Source: an optimization exercise on an open RTL-to-GDS flow (aim: a short achievable clock period and few clock cycles). Production flows keep margins and buffers that such runs may drop. In this exercise RTL edits were held to simulation tests only and were not proved equivalent to the original. Power is estimated from default activity; no workload was simulated.

--- flow/flow/run.sh ---
#!/bin/bash
set -euo pipefail
bash standard.sh SETUP_SLACK_MARGIN=10 finish > standard_flow.log 2>&1
--- flow/standard.sh ---
#!/bin/bash
# synth_recipe.tcl (not shown) runs the flow's synth.tcl, then flattens the netlist and writes it again
# the make line also repeats each setting of config.mk as NAME=value (left out here)
make -C /OpenROAD-flow-scripts/flow DESIGN_CONFIG=/design/flow/config.mk WORK_HOME=/design/flow/orfs CLKGATE_MAP_FILE= SYNTH_SCRIPT=/design/flow/synth_recipe.tcl "${@:-finish}"
--- flow/config.mk ---
export PLATFORM = sky130hd
export DESIGN_NAME = dgd_raster
export DESIGN_NICKNAME = dgd_raster
export VERILOG_FILES = /design/flow/design.v
export SDC_FILE = /design/flow/constraint.sdc
export NUM_CORES = 4
export LEC_CHECK = 0
export CAP_MARGIN = 20
export CORE_MARGIN = 2
export CORE_UTILIZATION = 40
export PLACE_DENSITY = 0.45
export SLEW_MARGIN = 20
--- flow/constraint.sdc ---
create_clock -name core_clock -period 14.0 [get_ports {clk}]
set_input_delay 2.8000 -clock core_clock [delete_from_list [all_inputs] [get_ports {clk}]]
set_output_delay 2.8000 -clock core_clock [all_outputs]
set_load 0.01 [all_outputs]
--- flow/design.v ---
module dgd_raster (
    input  wire        clk,
    input  wire        rst,           
    input  wire        cmd_valid,
    output wire        cmd_ready,
    input  wire [2:0]  cmd_op,        
    input  wire        cmd_value,
    input  wire        cmd_filled,
    input  wire [15:0] cmd_h0,
    input  wire [15:0] cmd_h1,
    input  wire [15:0] cmd_h2,
    input  wire [15:0] cmd_h3,
    input  wire [15:0] cmd_h4,
    input  wire [7:0]  cv_width,
    input  wire [5:0]  cv_pages,
    output wire        pix_valid,
    input  wire        pix_ready,
    output wire [7:0]  pix_x,
    output wire [8:0]  pix_y,
    output wire [13:0] pix_addr,
    output wire        pix_v
);
    localparam OP_SETPIX = 3'd0;
    localparam OP_LINE   = 3'd1;
    localparam OP_CIRCLE = 3'd2;
    localparam OP_RECT   = 3'd3;
    localparam OP_CROSS  = 3'd4;
    localparam OP_ARROW  = 3'd5;
    localparam CW = 18;    
    localparam DW = 19;    
    localparam AW = 21;    
    localparam NW = 18;    
    reg  s_valid;
    wire adv = !s_valid;
    wire front_adv;      
    reg        cmd_ready_r;
    reg        cr_valid;
    reg [2:0]  cr_op;
    reg        cr_v, cr_f;
    reg [15:0] cr_h0, cr_h1, cr_h2, cr_h3, cr_h4;
    reg [7:0]  cr_w;
    reg [5:0]  cr_p;
    assign cmd_ready = cmd_ready_r;
    wire cr_take;    
    always @(posedge clk) begin
        if (!cr_valid) begin
            cr_op <= cmd_op; cr_v <= cmd_value; cr_f <= cmd_filled;
            cr_h0 <= cmd_h0; cr_h1 <= cmd_h1; cr_h2 <= cmd_h2; cr_h3 <= cmd_h3; cr_h4 <= cmd_h4;
            cr_w <= cv_width; cr_p <= cv_pages;
        end
    end
    wire cr_valid_n = cr_valid ? !cr_take : cmd_valid;
    always @(posedge clk) begin
        if (rst) begin
            cr_valid    <= 1'b0;
            cmd_ready_r <= 1'b1;
        end else begin
            cr_valid    <= cr_valid_n;
            cmd_ready_r <= !cr_valid_n;
        end
    end
    reg        sg_busy;
    reg [2:0]  sg_op;
    reg        sg_v, sg_f;
    reg [7:0]  sg_w;
    reg [5:0]  sg_p;
    reg [1:0]  sg_seg;
    reg signed [CW-1:0] ga_x, gb_x, ga_y, gb_y, gc_x, gc_y;
    reg signed [CW-1:0] ar_bx, ar_by, ar_half;
    reg        ar_uxp, ar_uxn, ar_uyp, ar_uyn;
    reg signed [CW-1:0] cX0, cX1, cX2, cX3, cY0, cY1, cY2, cY3;
    reg signed [CW+1:0] c_d, c_u, c_w2, c_t, c_tm1, c_tm2;
    reg signed [CW-1:0] r_y;
    reg signed [CW-1:0] r_left;
    reg        r_lz;                 
    reg        sgo_valid;
    reg        sgo_grp;               
    reg signed [CW-1:0] sgo_X0, sgo_X1, sgo_X2, sgo_X3, sgo_Y0, sgo_Y1, sgo_Y2, sgo_Y3;
    reg        sgo_v;
    reg [7:0]  sgo_w;
    reg [5:0]  sgo_p;
    wire signed [CW-1:0] e0 = {{(CW-16){cr_h0[15]}}, cr_h0};
    wire signed [CW-1:0] e1 = {{(CW-16){cr_h1[15]}}, cr_h1};
    wire signed [CW-1:0] e2 = {{(CW-16){cr_h2[15]}}, cr_h2};
    wire signed [CW-1:0] e3 = {{(CW-16){cr_h3[15]}}, cr_h3};
    wire signed [CW-1:0] e4 = {{(CW-16){cr_h4[15]}}, cr_h4};
    wire signed [CW+1:0] e2w = {{(CW+2-16){cr_h2[15]}}, cr_h2};
    reg        g_emit, g_last, g_grp, g_cstep, g_rrow;
    reg signed [CW-1:0] g_X0, g_X1, g_Y0, g_Y1;
    wire signed [CW-1:0] ar_bxp = ar_bx + ar_half;
    wire signed [CW-1:0] ar_bxm = ar_bx - ar_half;
    wire signed [CW-1:0] ar_byp = ar_by + ar_half;
    wire signed [CW-1:0] ar_bym = ar_by - ar_half;
    wire signed [CW-1:0] ar_x1a = ar_uyp ? ar_bxm : ar_uyn ? ar_bxp : ar_bx;
    wire signed [CW-1:0] ar_y1a = ar_uxp ? ar_byp : ar_uxn ? ar_bym : ar_by;
    wire signed [CW-1:0] ar_x1b = ar_uyp ? ar_bxp : ar_uyn ? ar_bxm : ar_bx;
    wire signed [CW-1:0] ar_y1b = ar_uxp ? ar_bym : ar_uxn ? ar_byp : ar_by;
    wire c_dneg  = c_d[CW+1];
    wire c_lastk = c_dneg ? c_tm1[CW+1] : c_tm2[CW+1];    
    always @(*) begin
        g_emit = 1'b0; g_last = 1'b0; g_grp = 1'b0; g_cstep = 1'b0; g_rrow = 1'b0;
        g_X0 = ga_x; g_Y0 = ga_y; g_X1 = gb_x; g_Y1 = gb_y;
        case (sg_op)
            OP_SETPIX: begin
                g_emit = 1'b1; g_last = 1'b1; g_X1 = ga_x; g_Y1 = ga_y;
            end
            OP_LINE: begin
                g_emit = 1'b1; g_last = 1'b1;
            end
            OP_ARROW: begin
                g_emit = 1'b1;
                case (sg_seg)
                    2'd0: ;
                    2'd1: begin g_X0 = gb_x; g_Y0 = gb_y; g_X1 = ar_x1a; g_Y1 = ar_y1a; end
                    default: begin g_X0 = gb_x; g_Y0 = gb_y; g_X1 = ar_x1b; g_Y1 = ar_y1b; g_last = 1'b1; end
                endcase
            end
            OP_CROSS: begin
                g_emit = 1'b1;
                if (sg_seg == 2'd0) begin g_Y0 = gc_y; g_Y1 = gc_y; end
                else begin g_X0 = gc_x; g_X1 = gc_x; g_last = 1'b1; end
            end
            OP_RECT: begin
                if (!sg_f) begin
                    g_emit = 1'b1;
                    case (sg_seg)
                        2'd0: begin g_Y1 = ga_y; end
                        2'd1: begin g_Y0 = gb_y; end
                        2'd2: begin g_X1 = ga_x; end
                        default: begin g_X0 = gb_x; g_last = 1'b1; end
                    endcase
                end else if (r_left[CW-1]) begin
                    g_last = 1'b1;
                end else begin
                    g_emit = 1'b1; g_rrow = 1'b1;
                    g_Y0 = r_y; g_Y1 = r_y;
                    g_last = r_lz;
                end
            end
            OP_CIRCLE: begin
                if (c_t[CW+1]) begin
                    g_last = 1'b1;
                end else if (!sg_f) begin
                    g_emit = 1'b1; g_grp = 1'b1; g_cstep = 1'b1; g_last = c_lastk;
                end else begin
                    g_emit = 1'b1;
                    case (sg_seg)
                        2'd0: begin g_X0 = cX1; g_Y0 = cY0; g_X1 = cX0; g_Y1 = cY0; end
                        2'd1: begin g_X0 = cX1; g_Y0 = cY1; g_X1 = cX0; g_Y1 = cY1; end
                        2'd2: begin g_X0 = cX3; g_Y0 = cY2; g_X1 = cX2; g_Y1 = cY2; end
                        default: begin g_X0 = cX3; g_Y0 = cY3; g_X1 = cX2; g_Y1 = cY3;
                                       g_cstep = 1'b1; g_last = c_lastk; end
                    endcase
                end
            end
            default: g_last = 1'b1;
        endcase
    end
    wire sg_go     = sg_busy;           
    wire sg_finish = sg_go && g_last;
    wire sg_load   = cr_valid && (!sg_busy || sg_finish);
    assign cr_take = front_adv && sg_load;
    always @(posedge clk) begin
        if (rst) begin
            sg_busy <= 1'b0;
        end else if (front_adv) begin
            if (sg_load) sg_busy <= 1'b1;
            else if (sg_finish) sg_busy <= 1'b0;
        end
    end
    always @(posedge clk) begin
        if (front_adv) begin
            if (sg_load) begin
                sg_op <= cr_op; sg_v <= cr_v; sg_f <= cr_f; sg_w <= cr_w; sg_p <= cr_p;
                sg_seg <= 2'd0;
                gc_x <= e0; gc_y <= e1;
                ga_x <= (cr_op == OP_CROSS) ? e0 - e2 : e0;
                gb_x <= (cr_op == OP_RECT || cr_op == OP_CROSS) ? e0 + e2 : e2;
                ga_y <= (cr_op == OP_CROSS) ? e1 - e2 : e1;
                gb_y <= (cr_op == OP_RECT) ? e1 + e3 : (cr_op == OP_CROSS) ? e1 + e2 : e3;
                ar_uxp <= e2 > e0; ar_uxn <= e2 < e0;
                ar_uyp <= e3 > e1; ar_uyn <= e3 < e1;
                ar_half <= (e4 + $signed({{(CW-1){1'b0}}, e4[CW-1]})) >>> 1;
                ar_bx <= (e2 > e0) ? e2 - e4 : (e2 < e0) ? e2 + e4 : e2;
                ar_by <= (e3 > e1) ? e3 - e4 : (e3 < e1) ? e3 + e4 : e3;
                cX0 <= e0; cX1 <= e0; cX2 <= e0 + e2; cX3 <= e0 - e2;
                cY0 <= e1 + e2; cY1 <= e1 - e2; cY2 <= e1; cY3 <= e1;
                c_d <= 20'sd1 - e2w;
                c_u <= 20'sd3;
                c_w2 <= 20'sd5 - (e2w <<< 1);
                c_t <= e2w;
                c_tm1 <= e2w - 20'sd1;
                c_tm2 <= e2w - 20'sd2;
                r_y <= e1;
                r_left <= e3;
                r_lz <= (cr_h3 == 16'd0);
            end else if (sg_go) begin
                sg_seg <= sg_seg + 2'd1;
                if (g_rrow) begin
                    r_y <= r_y + 1;
                    r_left <= r_left - 1;
                    r_lz <= (r_left == {{(CW-1){1'b0}}, 1'b1});
                end
                if (g_cstep) begin
                    sg_seg <= 2'd0;
                    c_u <= c_u + 20'sd2;
                    cX0 <= cX0 + 1; cX1 <= cX1 - 1; cY2 <= cY2 + 1; cY3 <= cY3 - 1;
                    if (c_dneg) begin
                        c_d <= c_d + c_u;
                        c_w2 <= c_w2 + 20'sd2;
                        c_t <= c_tm1; c_tm1 <= c_tm1 - 20'sd1; c_tm2 <= c_tm1 - 20'sd2;
                    end else begin
                        c_d <= c_d + c_w2;
                        c_w2 <= c_w2 + 20'sd4;
                        c_t <= c_tm2; c_tm1 <= c_tm2 - 20'sd1; c_tm2 <= c_tm2 - 20'sd2;
                        cY0 <= cY0 - 1; cY1 <= cY1 + 1; cX2 <= cX2 - 1; cX3 <= cX3 + 1;
                    end
                end
            end
        end
    end
    always @(posedge clk) begin
        if (rst) begin
            sgo_valid <= 1'b0;
        end else if (front_adv) begin
            sgo_valid <= sg_busy && g_emit;
        end
    end
    always @(posedge clk) begin
        if (front_adv) begin
            sgo_grp <= g_grp;
            sgo_X0 <= g_grp ? cX0 : g_X0;
            sgo_X1 <= g_grp ? cX1 : g_X1;
            sgo_Y0 <= g_grp ? cY0 : g_Y0;
            sgo_Y1 <= g_grp ? cY1 : g_Y1;
            sgo_X2 <= cX2; sgo_X3 <= cX3; sgo_Y2 <= cY2; sgo_Y3 <= cY3;
            sgo_v <= sg_v; sgo_w <= sg_w; sgo_p <= sg_p;
        end
    end
    wire [8:0] ymax = {sgo_p, 3'b000};             
    wire [7:0] wm1  = sgo_w - 8'd1;
    wire [8:0] hm1  = ymax - 9'd1;
    function automatic neg_f(input signed [CW-1:0] a);
        neg_f = a[CW-1];
    endfunction
    function automatic gex_f(input signed [CW-1:0] a, input [7:0] lim);
        gex_f = !a[CW-1] && ((|a[CW-2:8]) || (a[7:0] >= lim));
    endfunction
    function automatic gey_f(input signed [CW-1:0] a, input [8:0] lim);
        gey_f = !a[CW-1] && ((|a[CW-2:9]) || (a[8:0] >= lim));
    endfunction
    wire x0n = neg_f(sgo_X0), x1n = neg_f(sgo_X1), x2n = neg_f(sgo_X2), x3n = neg_f(sgo_X3);
    wire y0n = neg_f(sgo_Y0), y1n = neg_f(sgo_Y1), y2n = neg_f(sgo_Y2), y3n = neg_f(sgo_Y3);
    wire x0g = gex_f(sgo_X0, sgo_w), x1g = gex_f(sgo_X1, sgo_w), x2g = gex_f(sgo_X2, sgo_w), x3g = gex_f(sgo_X3, sgo_w);
    wire y0g = gey_f(sgo_Y0, ymax), y1g = gey_f(sgo_Y1, ymax), y2g = gey_f(sgo_Y2, ymax), y3g = gey_f(sgo_Y3, ymax);
    wire x0i = !x0n && !x0g, x1i = !x1n && !x1g, x2i = !x2n && !x2g, x3i = !x3n && !x3g;
    wire y0i = !y0n && !y0g, y1i = !y1n && !y1g, y2i = !y2n && !y2g, y3i = !y3n && !y3g;
    wire [7:0] l1_mask = {x3i && y3i, x2i && y3i, x3i && y2i, x2i && y2i,
                          x1i && y1i, x0i && y1i, x1i && y0i, x0i && y0i};
    wire no_canvas = (sgo_w == 8'd0) || (sgo_p == 6'd0);
    wire l1_drop = sgo_grp ? (l1_mask == 8'd0)
                           : (no_canvas || (x0n && x1n) || (x0g && x1g) || (y0n && y1n) || (y0g && y1g));
    wire signed [DW-1:0] dX0 = {sgo_X0[CW-1], sgo_X0};
    wire signed [DW-1:0] dX1 = {sgo_X1[CW-1], sgo_X1};
    wire signed [DW-1:0] dY0 = {sgo_Y0[CW-1], sgo_Y0};
    wire signed [DW-1:0] dY1 = {sgo_Y1[CW-1], sgo_Y1};
    wire x_lt = sgo_X0 < sgo_X1;
    wire y_lt = sgo_Y0 < sgo_Y1;
    reg        ls1_valid;
    reg        ls1_grp;
    reg signed [CW-1:0] ls1_X0, ls1_X1, ls1_X2, ls1_X3, ls1_Y0, ls1_Y1, ls1_Y2, ls1_Y3;
    reg [DW-1:0] ls1_adx, ls1_ady;      
    reg        ls1_sxn, ls1_syn, ls1_hz, ls1_vt;
    reg        ls1_xin, ls1_yin;      
    reg signed [CW-1:0] ls1_cs, ls1_ce;        
    reg [7:0]  ls1_mask;
    reg        ls1_v;
    reg [7:0]  ls1_w;
    reg [5:0]  ls1_p;
    always @(posedge clk) begin
        if (rst) begin
            ls1_valid <= 1'b0;
        end else if (front_adv) begin
            ls1_valid <= sgo_valid && !l1_drop;
        end
    end
    always @(posedge clk) begin
        if (front_adv) begin
            ls1_grp <= sgo_grp;
            ls1_X0 <= sgo_X0; ls1_X1 <= sgo_X1; ls1_X2 <= sgo_X2; ls1_X3 <= sgo_X3;
            ls1_Y0 <= sgo_Y0; ls1_Y1 <= sgo_Y1; ls1_Y2 <= sgo_Y2; ls1_Y3 <= sgo_Y3;
            ls1_adx <= x_lt ? dX1 - dX0 : dX0 - dX1;
            ls1_ady <= y_lt ? dY1 - dY0 : dY0 - dY1;
            ls1_sxn <= !x_lt; ls1_syn <= !y_lt;
            ls1_hz <= sgo_Y0 == sgo_Y1;
            ls1_vt <= sgo_X0 == sgo_X1;
            if (sgo_Y0 == sgo_Y1) begin
                if (x_lt) begin
                    ls1_cs <= x0n ? {CW{1'b0}} : sgo_X0;
                    ls1_ce <= x1g ? {{(CW-8){1'b0}}, wm1} : sgo_X1;
                end else begin
                    ls1_cs <= x0g ? {{(CW-8){1'b0}}, wm1} : sgo_X0;
                    ls1_ce <= x1n ? {CW{1'b0}} : sgo_X1;
                end
            end else begin
                if (y_lt) begin
                    ls1_cs <= y0n ? {CW{1'b0}} : sgo_Y0;
                    ls1_ce <= y1g ? {{(CW-9){1'b0}}, hm1} : sgo_Y1;
                end else begin
                    ls1_cs <= y0g ? {{(CW-9){1'b0}}, hm1} : sgo_Y0;
                    ls1_ce <= y1n ? {CW{1'b0}} : sgo_Y1;
                end
            end
            ls1_mask <= l1_mask;
            ls1_xin <= x0i || (sgo_Y0 == sgo_Y1) && (sgo_X0 != sgo_X1);
            ls1_yin <= y0i || (sgo_X0 == sgo_X1) && (sgo_Y0 != sgo_Y1);
            ls1_v <= sgo_v; ls1_w <= sgo_w; ls1_p <= sgo_p;
        end
    end
    wire [DW-1:0] l2_dx = ls1_adx;
    wire [DW-1:0] l2_D  = ls1_ady;
    wire signed [AW-1:0] l2_dxw = {{(AW-DW){1'b0}}, l2_dx};
    wire signed [AW-1:0] l2_Dw  = {{(AW-DW){1'b0}}, l2_D};
    wire signed [DW:0]   l2_cmp = $signed({1'b0, l2_dx}) - $signed({1'b0, l2_D});
    wire signed [CW:0]   l2_ce_cs = {ls1_ce[CW-1], ls1_ce} - {ls1_cs[CW-1], ls1_cs};
    wire signed [CW:0]   l2_cs_ce = {ls1_cs[CW-1], ls1_cs} - {ls1_ce[CW-1], ls1_ce};
    wire [CW:0] l2_nc = ls1_sxn && ls1_hz || ls1_syn && !ls1_hz ? l2_cs_ce : l2_ce_cs;
    wire signed [CW-1:0] l2_x = (ls1_hz && !ls1_vt) ? ls1_cs : ls1_X0;
    wire signed [CW-1:0] l2_y = (ls1_vt && !ls1_hz) ? ls1_cs : ls1_Y0;
    wire signed [AW-1:0] l2_A  = (l2_dxw <<< 1) - l2_Dw;
    wire signed [AW-1:0] l2_B  = (l2_Dw <<< 1) - l2_dxw;
    wire signed [AW-1:0] l2_d1 = -(l2_Dw <<< 1);
    wire signed [AW-1:0] l2_d2 = (l2_dxw <<< 1);
    wire signed [AW-1:0] l2_d3 = (l2_dxw <<< 1) - (l2_Dw <<< 1);
    wire [NW-1:0] l2_n = (ls1_hz != ls1_vt) ? l2_nc[NW-1:0]
                       : (l2_cmp[DW] ? l2_D[NW-1:0] : l2_dx[NW-1:0]);
    function automatic [AW-1:0] sx_f(input [CW-1:0] a);
        sx_f = {{(AW-CW){a[CW-1]}}, a};
    endfunction
    wire [AW-1:0] u_A  = ls1_grp ? sx_f(ls1_X0) : l2_A;
    wire [AW-1:0] u_B  = ls1_grp ? sx_f(ls1_X1) : l2_B;
    wire [AW-1:0] u_d1 = ls1_grp ? sx_f(ls1_X2) : l2_d1;
    wire [AW-1:0] u_d2 = ls1_grp ? sx_f(ls1_X3) : l2_d2;
    wire [AW-1:0] u_d3 = ls1_grp ? sx_f(ls1_Y0) : l2_d3;
    wire [NW-1:0] u_n  = ls1_grp ? ls1_Y1 : l2_n;
    wire [CW-1:0] u_x  = ls1_grp ? ls1_Y2 : l2_x;
    wire [CW-1:0] u_y  = ls1_grp ? ls1_Y3 : l2_y;
    localparam QW = 7 + 8 + 6 + 8 + 2*CW + 5*AW + NW;
    localparam QX = QW + 8 + 9;
    wire [QW-1:0] l2_q = {ls1_grp, ls1_sxn, ls1_syn, ls1_xin, ls1_yin, (l2_n == {NW{1'b0}}), ls1_v,
                          ls1_w, ls1_p, ls1_mask, u_x, u_y,
                          u_A, u_B, u_d1, u_d2, u_d3, u_n};
    reg        ps_valid;
    reg        ps_grp, ps_sxn, ps_syn, ps_xin, ps_yin, ps_last, ps_v;
    reg [7:0]  ps_w;
    reg [5:0]  ps_p;
    reg [7:0]  ps_mask;
    reg signed [CW-1:0] ps_x, ps_y;
    reg signed [AW-1:0] ps_A, ps_B, ps_d1, ps_d2, ps_d3;
    reg [NW-1:0] ps_n;
    wire signed [CW-1:0] ps_nx, ps_ny;
    wire signed [AW-1:0] ps_nA, ps_nB;
    wire [NW-1:0] ps_nn;
    wire ps_nlast, ps_nxin, ps_nyin;
    dgd_raster_step #(.CW(CW), .AW(AW), .NW(NW)) u_ps_step (
        .x(ps_x), .y(ps_y), .A(ps_A), .B(ps_B), .d1(ps_d1), .d2(ps_d2), .d3(ps_d3), .n(ps_n),
        .sxn(ps_sxn), .syn(ps_syn), .xin(ps_xin), .yin(ps_yin), .w(ps_w), .p(ps_p),
        .nx(ps_nx), .ny(ps_ny), .nA(ps_nA), .nB(ps_nB), .nn(ps_nn),
        .nlast(ps_nlast), .nxin(ps_nxin), .nyin(ps_nyin));
    reg [QX-1:0] q0, q1, q2, q3;
    reg [1:0]  q_rd, q_wr;
    reg [2:0]  q_cnt;
    wire       ps_in   = ps_grp || (ps_xin && ps_yin);
    wire       q_push  = adv && ps_valid && ps_in && !q_cnt[2];
    wire       ps_drop = ps_valid && !ps_in && ps_last;
    wire       q_pop;
    assign front_adv = adv && (!ps_valid || q_push || ps_drop);
    always @(posedge clk) begin
        if (rst) begin
            ps_valid <= 1'b0;
        end else if (front_adv) begin
            ps_valid <= ls1_valid;
        end
    end
    always @(posedge clk) begin
        if (front_adv) begin
            {ps_grp, ps_sxn, ps_syn, ps_xin, ps_yin, ps_last, ps_v,
             ps_w, ps_p, ps_mask, ps_x, ps_y,
             ps_A, ps_B, ps_d1, ps_d2, ps_d3, ps_n} <= l2_q;
        end else if (adv && ps_valid && !ps_in) begin
            ps_A <= ps_nA;
            ps_B <= ps_nB;
            ps_x <= ps_nx;
            ps_y <= ps_ny;
            ps_xin <= ps_nxin;
            ps_yin <= ps_nyin;
            ps_n <= ps_nn;
            ps_last <= ps_nlast;
        end
    end
    wire [7:0] ps_rx = ps_sxn ? ps_x[7:0] : ps_w - 8'd1 - ps_x[7:0];
    wire [8:0] ps_ry = ps_syn ? ps_y[8:0] : {ps_p, 3'b000} - 9'd1 - ps_y[8:0];
    wire [QX-1:0] ps_q = {ps_rx, ps_ry, ps_grp, ps_sxn, ps_syn, (ps_rx == 8'd0), (ps_ry == 9'd0), ps_last, ps_v,
                          ps_w, ps_p, ps_mask, ps_x, ps_y,
                          ps_A, ps_B, ps_d1, ps_d2, ps_d3, ps_n};
    always @(posedge clk) begin
        if (q_push) begin
            case (q_wr)
                2'd0: q0 <= ps_q;
                2'd1: q1 <= ps_q;
                2'd2: q2 <= ps_q;
                default: q3 <= ps_q;
            endcase
        end
    end
    always @(posedge clk) begin
        if (rst) begin
            q_rd <= 2'd0; q_wr <= 2'd0; q_cnt <= 3'd0;
        end else begin
            if (q_push) q_wr <= q_wr + 2'd1;
            if (q_pop)  q_rd <= q_rd + 2'd1;
            q_cnt <= q_cnt + {2'd0, q_push} - {2'd0, q_pop};
        end
    end
    reg [QX-1:0] qh;
    always @(*) begin
        case (q_rd)
            2'd0: qh = q0;
            2'd1: qh = q1;
            2'd2: qh = q2;
            default: qh = q3;
        endcase
    end
    reg        st_valid;
    reg        st_grp;
    reg signed [CW-1:0] st_x, st_y;
    reg signed [AW-1:0] st_A, st_B, st_d1, st_d2, st_d3;
    reg [NW-1:0] st_n;
    reg        st_last;          
    reg        st_sxn, st_syn;
    reg        st_xe, st_ye;     
    reg [7:0]  st_rx;
    reg [8:0]  st_ry;
    reg [7:0]  st_mask;
    reg        st_v;
    reg [7:0]  st_w;
    reg [5:0]  st_p;
    wire signed [CW-1:0] st_nx, st_ny;
    wire signed [AW-1:0] st_nA, st_nB;
    wire [NW-1:0] st_nn;
    wire st_nlast, nx_in, ny_in;
    dgd_raster_step #(.CW(CW), .AW(AW), .NW(NW)) u_st_step (
        .x(st_x), .y(st_y), .A(st_A), .B(st_B), .d1(st_d1), .d2(st_d2), .d3(st_d3), .n(st_n),
        .sxn(st_sxn), .syn(st_syn), .xin(1'b1), .yin(1'b1), .w(st_w), .p(st_p),
        .nx(st_nx), .ny(st_ny), .nA(st_nA), .nB(st_nB), .nn(st_nn),
        .nlast(st_nlast), .nxin(nx_in), .nyin(ny_in));
    wire st_c1 = !st_A[AW-1];
    wire st_c2 = !st_B[AW-1];
    wire st_exit = st_c1 && st_xe || st_c2 && st_ye;
    wire [7:0] st_mrest = st_mask & (st_mask - 8'd1);
    wire st_fin  = st_grp ? (st_mrest == 8'd0) : (st_last || st_exit);
    wire st_take = !st_valid || st_fin;
    wire q_nonempty = (q_cnt != 3'd0);
    assign q_pop = adv && st_take && q_nonempty;
    reg signed [CW-1:0] cp_x, cp_y;
    wire signed [CW-1:0] st_X0 = st_A[CW-1:0],  st_X1 = st_B[CW-1:0];
    wire signed [CW-1:0] st_X2 = st_d1[CW-1:0], st_X3 = st_d2[CW-1:0];
    wire signed [CW-1:0] st_Y0 = st_d3[CW-1:0], st_Y1 = st_n;
    wire signed [CW-1:0] st_Y2 = st_x,          st_Y3 = st_y;
    always @(*) begin
        casez (st_mask)
            8'b???????1: begin cp_x = st_X0; cp_y = st_Y0; end
            8'b??????10: begin cp_x = st_X1; cp_y = st_Y0; end
            8'b?????100: begin cp_x = st_X0; cp_y = st_Y1; end
            8'b????1000: begin cp_x = st_X1; cp_y = st_Y1; end
            8'b???10000: begin cp_x = st_X2; cp_y = st_Y2; end
            8'b??100000: begin cp_x = st_X3; cp_y = st_Y2; end
            8'b?1000000: begin cp_x = st_X2; cp_y = st_Y3; end
            default:     begin cp_x = st_X3; cp_y = st_Y3; end
        endcase
    end
    always @(posedge clk) begin
        if (rst) begin
            st_valid <= 1'b0;
        end else if (adv && st_take) begin
            st_valid <= q_nonempty;
        end
    end
    always @(posedge clk) begin
        if (adv) begin
            if (st_take) begin
                {st_rx, st_ry, st_grp, st_sxn, st_syn, st_xe, st_ye, st_last, st_v,
                 st_w, st_p, st_mask, st_x, st_y,
                 st_A, st_B, st_d1, st_d2, st_d3, st_n} <= qh;
            end else if (st_grp) begin
                st_mask <= st_mrest;
            end else begin
                st_A <= st_nA;
                st_B <= st_nB;
                st_x <= st_nx;
                st_y <= st_ny;
                if (st_c1) begin st_rx <= st_rx - 8'd1; st_xe <= (st_rx == 8'd1); end
                if (st_c2) begin st_ry <= st_ry - 9'd1; st_ye <= (st_ry == 9'd1); end
                st_n <= st_nn;
                st_last <= st_nlast;
            end
        end
    end
    reg        e_valid;
    reg signed [CW-1:0] e_x, e_y;
    reg        e_v;
    reg [7:0]  e_w;
    reg        p_valid;
    reg [7:0]  p_x;
    reg [8:0]  p_y;
    reg [10:0] p_lo, p_hi;
    reg        p_v;
    reg        m_valid;
    reg [7:0]  m_x;
    reg [8:0]  m_y;
    reg [13:0] m_addr;
    reg        m_v;
    always @(posedge clk) begin
        if (rst) begin
            e_valid <= 1'b0;
            p_valid <= 1'b0;
            m_valid <= 1'b0;
        end else if (adv) begin
            e_valid <= st_valid;
            p_valid <= e_valid;
            m_valid <= p_valid;
        end
    end
    always @(posedge clk) begin
        if (adv) begin
            e_x <= st_grp ? cp_x : st_x;
            e_y <= st_grp ? cp_y : st_y;
            e_v <= st_v; e_w <= st_w;
            p_x <= e_x[7:0]; p_y <= e_y[8:0]; p_v <= e_v;
            p_lo <= e_y[5:3] * e_w;
            p_hi <= e_y[8:6] * e_w;
            m_x <= p_x; m_y <= p_y; m_v <= p_v;
            m_addr <= {3'd0, p_lo} + {p_hi, 3'd0} + {6'd0, p_x};
        end
    end
    reg        o_valid;
    reg [7:0]  o_x, h_x;
    reg [8:0]  o_y, h_y;
    reg [13:0] o_addr, h_addr;
    reg        o_v, h_v;
    reg [7:0]  s_x;
    reg [8:0]  s_y;
    reg [13:0] s_addr;
    reg        s_v;
    wire [13:0] n_addr  = m_addr;
    wire        o_free  = !o_valid || pix_ready;
    always @(posedge clk) begin
        if (rst) begin
            o_valid <= 1'b0;
            s_valid <= 1'b0;
        end else if (s_valid) begin
            if (o_free) begin
                o_valid <= 1'b1;
                s_valid <= 1'b0;
            end
        end else begin
            if (o_free) o_valid <= m_valid;
            else if (m_valid) s_valid <= 1'b1;
        end
    end
    wire [7:0]  ld_x    = s_valid ? s_x : m_x;
    wire [8:0]  ld_y    = s_valid ? s_y : m_y;
    wire [13:0] ld_addr = s_valid ? s_addr : n_addr;
    wire        ld_v    = s_valid ? s_v : m_v;
    always @(posedge clk) begin
        o_x <= o_free ? ld_x : h_x;
        o_y <= o_free ? ld_y : h_y;
        o_addr <= o_free ? ld_addr : h_addr;
        o_v <= o_free ? ld_v : h_v;
        h_x <= o_free ? ld_x : o_x;
        h_y <= o_free ? ld_y : o_y;
        h_addr <= o_free ? ld_addr : o_addr;
        h_v <= o_free ? ld_v : o_v;
        if (!s_valid && !o_free) begin
            s_x <= m_x; s_y <= m_y; s_addr <= n_addr; s_v <= m_v;
        end
    end
    assign pix_valid = o_valid;
    assign pix_x     = o_x;
    assign pix_y     = o_y;
    assign pix_addr  = o_addr;
    assign pix_v     = o_v;
endmodule
module dgd_raster_step #(parameter CW = 18, parameter AW = 21, parameter NW = 18) (
    input  wire signed [CW-1:0] x, y,
    input  wire signed [AW-1:0] A, B, d1, d2, d3,
    input  wire [NW-1:0] n,
    input  wire        sxn, syn, xin, yin,
    input  wire [7:0]  w,
    input  wire [5:0]  p,
    output wire signed [CW-1:0] nx, ny,
    output wire signed [AW-1:0] nA, nB,
    output wire [NW-1:0] nn,
    output wire        nlast, nxin, nyin
);
    function automatic inx_f(input signed [CW-1:0] a, input [7:0] lim);
        inx_f = !a[CW-1] && (a[CW-2:8] == 0) && (a[7:0] < lim);
    endfunction
    function automatic iny_f(input signed [CW-1:0] a, input [5:0] pg);
        iny_f = !a[CW-1] && (a[CW-2:9] == 0) && (a[8:0] < {pg, 3'b000});
    endfunction
    wire c1 = !A[AW-1];
    wire c2 = !B[AW-1];
    wire signed [AW-1:0] dA = c1 ? (c2 ? d3 : d1) : (c2 ? d2 : {AW{1'b0}});
    wire signed [CW-1:0] xp = x + 1;
    wire signed [CW-1:0] xm = x - 1;
    wire signed [CW-1:0] yp = y + 1;
    wire signed [CW-1:0] ym = y - 1;
    assign nA = A + dA;
    assign nB = B - dA;
    assign nx = c1 ? (sxn ? xm : xp) : x;
    assign ny = c2 ? (syn ? ym : yp) : y;
    assign nxin = c1 ? (sxn ? inx_f(xm, w) : inx_f(xp, w)) : xin;
    assign nyin = c2 ? (syn ? iny_f(ym, p) : iny_f(yp, p)) : yin;
    assign nn = n - 1;
    assign nlast = (n == {{(NW-1){1'b0}}, 1'b1});
endmodule
==> results by group <==
Status
  • Status: finished clean

Min path
  • Hold path startpoint: st_w[7]
  • Hold path depth: 0
  • Type of the tightest min-delay check: reg -> reg
  • Hold Path Sink: e_w[7]

Power
  • Pleak: 0.0535 uW
  • Peak supply drop: 0.127 mV
  • Pwr Density: 216 nW/um2

Timing
  • Layout Skew: 0.0486 ns
  • Max Clk Rate: 0.241 GHz
  • Slew @ Worst Pin: 1.17 ns
  • Final Hold Viols: 0
  • Pins Over Slew Limit: 0
  • Tcrit/Tclk final: 0.296
  • Worst relative slew slack: 0.214
  • Final setup viols: 0
  • Final setup margin: 9.85 ns
  • Total negative slack: 0 ns
  • RSZ-0062 raised after global routing: yes
  • Final min period: 4.15 ns

Placement
  • Final HPWL DP: 337 mm
  • Pre-CTS WS: 8.50 ns
  • GP Congestion: 0.951
  • Buffers on Ports: 136

Logic synthesis
  • Sequential area share after synthesis: 0.534
  • Synth unique cells: 90
  • Synth Area in Adders: 0.0767
  • Yosys reg bits: 2268
  • Post-synth top area cell: edfxtp_1
  • Area of the mapped netlist: 126000 um2
  • Xor/xnor share of the synthesized area: 0.0493
  • Post-Synth Simple-Gate Area: 0.116
  • Largest family of logic cells by synthesized area: compound AO/OA/AOI/OAI gates
  • Area share of the largest cell type after synthesis: 0.520
  • Synth Area in Compound Gates: 0.163
  • Most frequent cells after synthesis: 2185 x edfxtp_1, 1042 x a21oi_1, 993 x nand2_1, 874 x nor2_1, 689 x ha_1
  • Count leader, synth: edfxtp_1
  • Fraction of registers with async set/reset: 0
  • Yosys Warn Count: 2
  • Mapped Cells: 11500
  • Synth top area cells: edfxtp_1 52%, ha_1 6.8%, a21oi_1 4.1%
  • Mean cell area of the mapped netlist: 10.9 um2
  • EDFF count, synth: 2185
  • Post-synthesis mux area share: 0.0254
  • Post-synthesis net count: 12400
  • Post-synth top flop: edfxtp_1

Route
  • DR vias/cell: 5.86
  • DRT iter0 DRCs: 9344
  • DRT Pass-1 Iters: 10
  • Antenna viol nets, final: 0
  • Final wirelength: 463 mm
  • DRC Markers: 0
  • Wirelength per Cell: 28.8 um
  • Vias: 94300

Critical path
  • WS Path Type: reg -> out
  • Worst setup SP type: flop
  • Slowest-stage cell, CP: dfxtp_2
  • Critical Path AT: 1.35 ns
  • Crit-path max cell delay: 0.35 ns
  • Worst R2R Path Depth: 13
  • Number of buffers and inverters on the critical path: 1
  • Reg-to-reg startpoint: sgo_X1[11]
  • Crit end category: output pin
  • Worst Path Max Fanout: 2
  • FF-to-FF End: ls1_ce[7]
  • Worst EP required: 11.20 ns
  • CP Cell Sequence: buf_6
  • CP delay by family, top: flip-flops
  • R2R Setup Slk: 10.02 ns

GRT
  • Number of global-route vias before repair: 91500
  • First-pass GRT wire length: 658 mm
  • Initial antenna violation count: 14
  • GRT Total Usage: 0.282
  • Pin count of the biggest net entering global routing: 162
  • Grt ovf: 0

Floorplan
  • Area of the die: 320000 um2
  • Core ar.: 314000 um2
  • Die width: 565 um
  • Boundary Pins: 137
  • FP Rows: 206
  • Starting density of the core: 0.401
  • DIE HEIGHT: 565 um

Final layout
  • P&R area growth vs syn: 14.1%
  • Share of cells above drive strength 1: 0.0918
  • Nets@finish: 12500

Clock tree
  • Maximum clock path buffer count: 4
  • Sink Count: 2268
  • Clk Latency, worst-skew pair: 0.93 ns
  • TritonCTS clock tree: yes
  • Hold buffers post-CTS: 0
  • Clock slew at reported path FFs: 0.06 ns
  • Num CTS Buffers: 276
  • Root Driver: clkbuf_16
  • H-tree depth: 5

Flow run
  • Max_cap viols: 0
==> placed cells by master, fill, tap and decap left out, types with 252 or more instances in the layout <==
cell type	instances
xnor2_1	473
nor2_1	862
a21oi_1	1026
nand2_1	986
clkbuf_16	283
edfxtp_1	2185
inv_1	582
ha_1	663
o21ai_0	643
buf_4	252
==> metrics by stage <==
stage	utilization	hold slack [ns]	cell area (um2)	cells	total power [uW]
after floorplan	-	0.400	126000	11500	18600
after global placement	0.421	0.401	132000	15500	23000
after detailed placement	0.421	0.405	132000	15500	23100
after CTS	0.454	0.403	143000	16000	30900
after global routing	0.458	0.409	144000	16100	32800
final	0.458	0.406	144000	16100	31100
==> area by class of cell <==
| cell class | instances | area, um2 |
|---|---|---|
| Sequential cell | 2268 | 67300 |
| Fill cell | 29000 | 170000 |
| Clock buffer | 343 | 7290 |
| Multi-Input combinational cell | 8100 | 55400 |
| Tap cell | 4160 | 5200 |
| Antenna cell | 11 | 27.5 |
| Timing Repair inverter | 1 | 7.51 |
| Timing Repair Buffer | 450 | 4370 |
| Clock inverter | 155 | 1860 |
| Inverter | 606 | 2340 |
==> state kept, by name, indices dropped and copies added, names as in the netlist, 181 cells and up <==
signal / flops
q0: 181
q1: 181
q2: 181
q3: 181
==> where the power goes <==
| group | switching, uW | total (uW) | internal [uW] |
|---|---|---|---|
| sequential | 1520 | 11000 | 9450 |
| combinational | 7850 | 12800 | 4980 |
| clock | 3020 | 7300 | 4280 |
| total | 12400 | 31100 | 18700 |
==> per-layer routing <==
layer	vias up	track usage	wire [um]
met2	3183	0.471	220000
met4	2	0.155	30300
met1	46700	0.361	192000
met3	857	0.0249	21000
met5	-	0	11
li1	43500	-	-
==> worst max path at each step <==
| stage | end | from | slack [ns] | depth (start not counted) |
|---|---|---|---|---|
| final | pix_addr[8] | o_addr[8] | 9.85 | 1 |
| after global routing | ps_A[20] | ps_B[20] | 9.64 | 16 |
| after floorplan | st_A[0] | st_mask[0] | 8.10 | 10 |
| after CTS | pix_addr[7] | o_addr[7] | 9.75 | 1 |
| after detailed placement | ls1_ce[13] | sgo_Y0[3] | 8.50 | 12 |
| after global placement | ls1_ce[14] | sgo_Y0[3] | 8.54 | 12 |
==> what timing repair did <==
action / 4_1_cts / 5_1_grt
gates cloned: 8 / 7
endpoints found under the setup margin: 1060 / 647
pin swaps: 10 / 24
resized for setup: 352 / 118
buffers inserted: 46 / 58
==> cell families (layout without fill, tap and decap cells) <==
kind of cell,after synthesis,count (layout)
compound gates,3187,3190
xor+xnor,710,710
fa+ha+maj,742,742
buf+inv,1185,1555
flops,2268,2268
mux,312,312
other cells,0,11
simple gates,3143,3146
Testbench counts, summed over its fixed seeds: cycles 71,765.

## what the ideal ports hide
The flow's constraints put no driver on any port. The routed layout listed below was extracted and timed again, unchanged, in two steps.
Step 1 sets driving cells, clkbuf_16 on the clock port and buf_2 on the other inputs (assumed; they add their load-dependent delay and slew).
Step 2 times the ports against the registers' clock, not the clock port: input delays grow and output delays shrink by t, the midpoint of the rising clock arrivals with the driver on.
Slacks: no drivers / after step 1 / after step 2; pairs: no drivers / after step 1.
shift t [ns]: 1.012
setup slack, ns: 9.852 / 9.744 / 9.266
worst setup path at the end: input to register
slew at the worst register clock pin (ns): 0.07 / 0.07
After both steps setup and hold are still met in this run. The setup slack of this run moves by -0.108 ns with the drivers and by -0.586 ns with both steps.
